From an optimization exercise on the open Yosys and OpenROAD flow, aimed at small area and a short achievable clock period; shortcuts taken in it are not production practice. Function was checked by simulation only, so behaviour that the tests miss may differ from the original. Power and IR drop assume default switching activity.

==> flow/design.v <==
module spfc_packer (
    input  wire        clk,
    input  wire        rst,
    input  wire        in_valid,
    input  wire [1:0]  in_op,
    input  wire [31:0] in_rg,
    input  wire [31:0] in_ba,
    input  wire [15:0] in_pk,
    output reg         out_valid,
    output wire [15:0] out_pk,
    output wire [31:0] out_rg,
    output wire [31:0] out_ba
);
    function [11:0] thr31;
        input [4:0] t;
        integer i, k;
        begin
            thr31 = 12'd2048;
            for (i = 0; i < 32; i = i + 1)
                if (t == i) begin
                    k = (i < 16) ? i + 1 : i;
                    thr31 = (131070 * k - 65535 + 61) / 62 - 2048 * i;
                end
        end
    endfunction
    function [10:0] thr63;
        input [5:0] t;
        integer i, k;
        begin
            thr63 = 11'd1024;
            for (i = 0; i < 64; i = i + 1)
                if (t == i) begin
                    k = (i < 32) ? i + 1 : i;
                    thr63 = (131070 * k - 65535 + 125) / 126 - 1024 * i;
                end
        end
    endfunction
    function ge16;
        input [15:0] a;
        input [15:0] b;
        reg   [15:0] g, p;
        integer l, i, n;
        begin
            g = a & ~b;
            p = a | ~b;
            n = 16;
            for (l = 0; l < 4; l = l + 1) begin
                for (i = 0; i < 8; i = i + 1)
                    if (2 * i + 1 < n) begin
                        g[i] = g[2 * i + 1] | (p[2 * i + 1] & g[2 * i]);
                        p[i] = p[2 * i + 1] & p[2 * i];
                    end else if (2 * i < n) begin
                        g[i] = g[2 * i];
                        p[i] = p[2 * i];
                    end
                n = (n + 1) / 2;
            end
            ge16 = g[0] | p[0];
        end
    endfunction
    function [15:0] su63;
        input [5:0] q;
        integer i;
        begin
            su63 = 16'd0;
            for (i = 0; i < 64; i = i + 1)
                if (q == i)
                    su63 = (131070 * i + 63) / 126;
        end
    endfunction
    wire [15:0] ch_r = in_rg[15:0];
    wire [15:0] ch_g = in_rg[31:16];
    wire [15:0] ch_b = in_ba[15:0];
    wire [15:0] ch_a = in_ba[31:16];
    wire        is_pack = ~in_op[0];
    wire        is_565  = ~in_op[1];
    wire        ge_r   = ge16({5'b0, ch_r[10:0]}, {4'b0, thr31(ch_r[15:11])});
    wire        ge_b   = ge16({5'b0, ch_b[10:0]}, {4'b0, thr31(ch_b[15:11])});
    wire [10:0] thr_g63 = thr63(ch_g[15:10]);
    wire [11:0] thr_g   = is_565 ? {thr_g63[10], ch_g[10] & ~thr_g63[10], thr_g63[9:0]}
                                 : thr31(ch_g[15:11]);
    wire        ge_g    = ge16({5'b0, ch_g[10:0]}, {4'b0, thr_g});
    wire        a_zero = (ch_a == 16'd0);
    wire        r_blk  = ~ge16(ch_r, 16'd1058);
    wire        b_blk  = ~ge16(ch_b, 16'd1058);
    wire        g_blk  = is_565 ? ~ge16(ch_g, 16'd521) : ~ge16(ch_g, 16'd1058);
    wire        blk    = r_blk & g_blk & b_blk;
    wire [4:0]  dec_r = ch_r[15:11] - {4'd0, ch_r[15]};
    wire [4:0]  dec_b = ch_b[15:11] - {4'd0, ch_b[15]};
    wire [5:0]  dec_g = is_565 ? ch_g[15:10] - {5'd0, ch_g[15]}
                               : {1'b0, ch_g[15:11] - {4'd0, ch_g[15]}};
    reg  [5:0]  r_q;
    reg  [6:0]  g_q;
    reg  [5:0]  b_q;
    reg         m565_q;
    reg         nz_q;
    always @(posedge clk) begin
        if (rst)
            out_valid <= 1'b0;
        else
            out_valid <= in_valid;
    end
    always @(posedge clk) begin
        m565_q <= is_565;
        nz_q   <= in_pk != 16'd0;
        if (is_pack) begin
            r_q <= {~a_zero & (ge_r | blk), dec_r & {5{~a_zero}}};
            g_q <= {~a_zero & (ge_g | blk),
                    dec_g & {6{~a_zero}}};
            b_q <= {~a_zero & (ge_b | blk), dec_b & {5{~a_zero}}};
        end else begin
            r_q <= {1'b0, is_565 ? in_pk[15:11] : in_pk[14:10]};
            g_q <= {1'b0, is_565 ? in_pk[10:5] : {1'b0, in_pk[9:5]}};
            b_q <= {1'b0, in_pk[4:0]};
        end
    end
    wire [4:0]  q_r = r_q[4:0] + {4'd0, r_q[5]};
    wire [4:0]  q_b = b_q[4:0] + {4'd0, b_q[5]};
    wire [5:0]  q_g = g_q[5:0] + {5'd0, g_q[6]};
    assign out_pk = m565_q ? {q_r, q_g, q_b} : {1'b0, q_r, q_g[4:0], q_b};
    wire [4:0]  u_r  = r_q[4:0];
    wire [4:0]  u_b  = b_q[4:0];
    wire [15:0] u_g6 = su63(g_q[5:0]);
    wire [4:0]  u_g5 = g_q[4:0];
    wire [15:0] u_g  = m565_q ? u_g6 : {u_g5, u_g5, u_g5, u_g5[4]};
    assign out_rg = {u_g, u_r, u_r, u_r, u_r[4]};
    assign out_ba = {{16{nz_q}}, u_b, u_b, u_b, u_b[4]};
endmodule
==> flow/config.mk <==
export PLATFORM = sky130hd
export DESIGN_NAME = spfc_packer
export DESIGN_NICKNAME = spfc_packer
export VERILOG_FILES = /design/flow/design.v
export SDC_FILE = /design/flow/constraint.sdc
export NUM_CORES = 4
export LEC_CHECK = 0
export CAP_MARGIN = 20
export CORE_MARGIN = 2
export CORE_UTILIZATION = 40
export SLEW_MARGIN = 20
==> flow/constraint.sdc <==
create_clock -name core_clock -period 27.0 [get_ports {clk}]
set_input_delay 5.4000 -clock core_clock [delete_from_list [all_inputs] [get_ports {clk}]]
set_output_delay 5.4000 -clock core_clock [all_outputs]
set_load 0.01 [all_outputs]
standard.sh (not shown) runs the stock make flow with config.mk's settings and CLKGATE_MAP_FILE= SYNTH_SCRIPT=/design/flow/synth_recipe.tcl, a recipe that flattens the netlist after the stock synthesis.
==> flow/flow/run.sh <==
#!/bin/bash
# The standard layout (standard.sh), with plain buf_1 cells as the port
# buffers, and the resizer's setup repair aimed at a margin below the
# clock period so that it shortens the longest paths.
export BUFFER_PORTS_ARGS="-buffer_cell sky130_fd_sc_hd__buf_1"
bash standard.sh SETUP_SLACK_MARGIN=19.5 finish > standard.log 2>&1
Edit:
--- a/flow/design.v
+++ b/flow/design.v
@@ -75,12 +75,11 @@
     wire        is_pack = ~in_op[0];
     wire        is_565  = ~in_op[1];
     wire        ge_r   = ge16({5'b0, ch_r[10:0]}, {4'b0, thr31(ch_r[15:11])});
     wire        ge_b   = ge16({5'b0, ch_b[10:0]}, {4'b0, thr31(ch_b[15:11])});
-    wire [10:0] thr_g63 = thr63(ch_g[15:10]);
-    wire [11:0] thr_g   = is_565 ? {thr_g63[10], ch_g[10] & ~thr_g63[10], thr_g63[9:0]}
-                                 : thr31(ch_g[15:11]);
-    wire        ge_g    = ge16({5'b0, ch_g[10:0]}, {4'b0, thr_g});
+    wire        ge_g31 = ge16({5'b0, ch_g[10:0]}, {4'b0, thr31(ch_g[15:11])});
+    wire        ge_g63 = ge16({6'b0, ch_g[9:0]}, {5'b0, thr63(ch_g[15:10])});
+    wire        ge_g   = is_565 ? ge_g63 : ge_g31;
     wire        a_zero = (ch_a == 16'd0);
     wire        r_blk  = ~ge16(ch_r, 16'd1058);
     wire        b_blk  = ~ge16(ch_b, 16'd1058);
     wire        g_blk  = is_565 ? ~ge16(ch_g, 16'd521) : ~ge16(ch_g, 16'd1058);
First-iteration DRC count climbs by 33%.
Routed wire length increases by 12%.
Power is lower by 2.7%.
Global-route usage rises by 0.43 points.
Core utilization drops by 0.35 points.
Hold slack stays flat.

port drivers added, routing unchanged:
How much do the figures lean on ideal ports? The routed layouts below were timed once more, with nothing changed but the port constraints. Step 1 (the two cells are an assumption about what drives the block):
set clk [get_ports {clk}]
set_driving_cell -lib_cell sky130_fd_sc_hd__clkbuf_16 $clk
set_driving_cell -lib_cell sky130_fd_sc_hd__buf_2 [delete_from_list [all_inputs] $clk]
Step 2 times the ports against the registers' clock, not the clock port: input delays grow and output delays shrink by t, the midpoint of the rising clock arrivals with the driver on. Slacks: ideal ports / drivers / drivers and shift; pairs: ideal ports / drivers.
run	t (ns)	setup slack, ns	hold WS [ns]
the first run	0.280	19.651 / 19.650 / 19.370	5.285 / 5.288 / 5.568
the second run	0.283	19.547 / 19.550 / 19.266	5.287 / 5.290 / 5.574
After both steps every run listed still meets setup and hold.
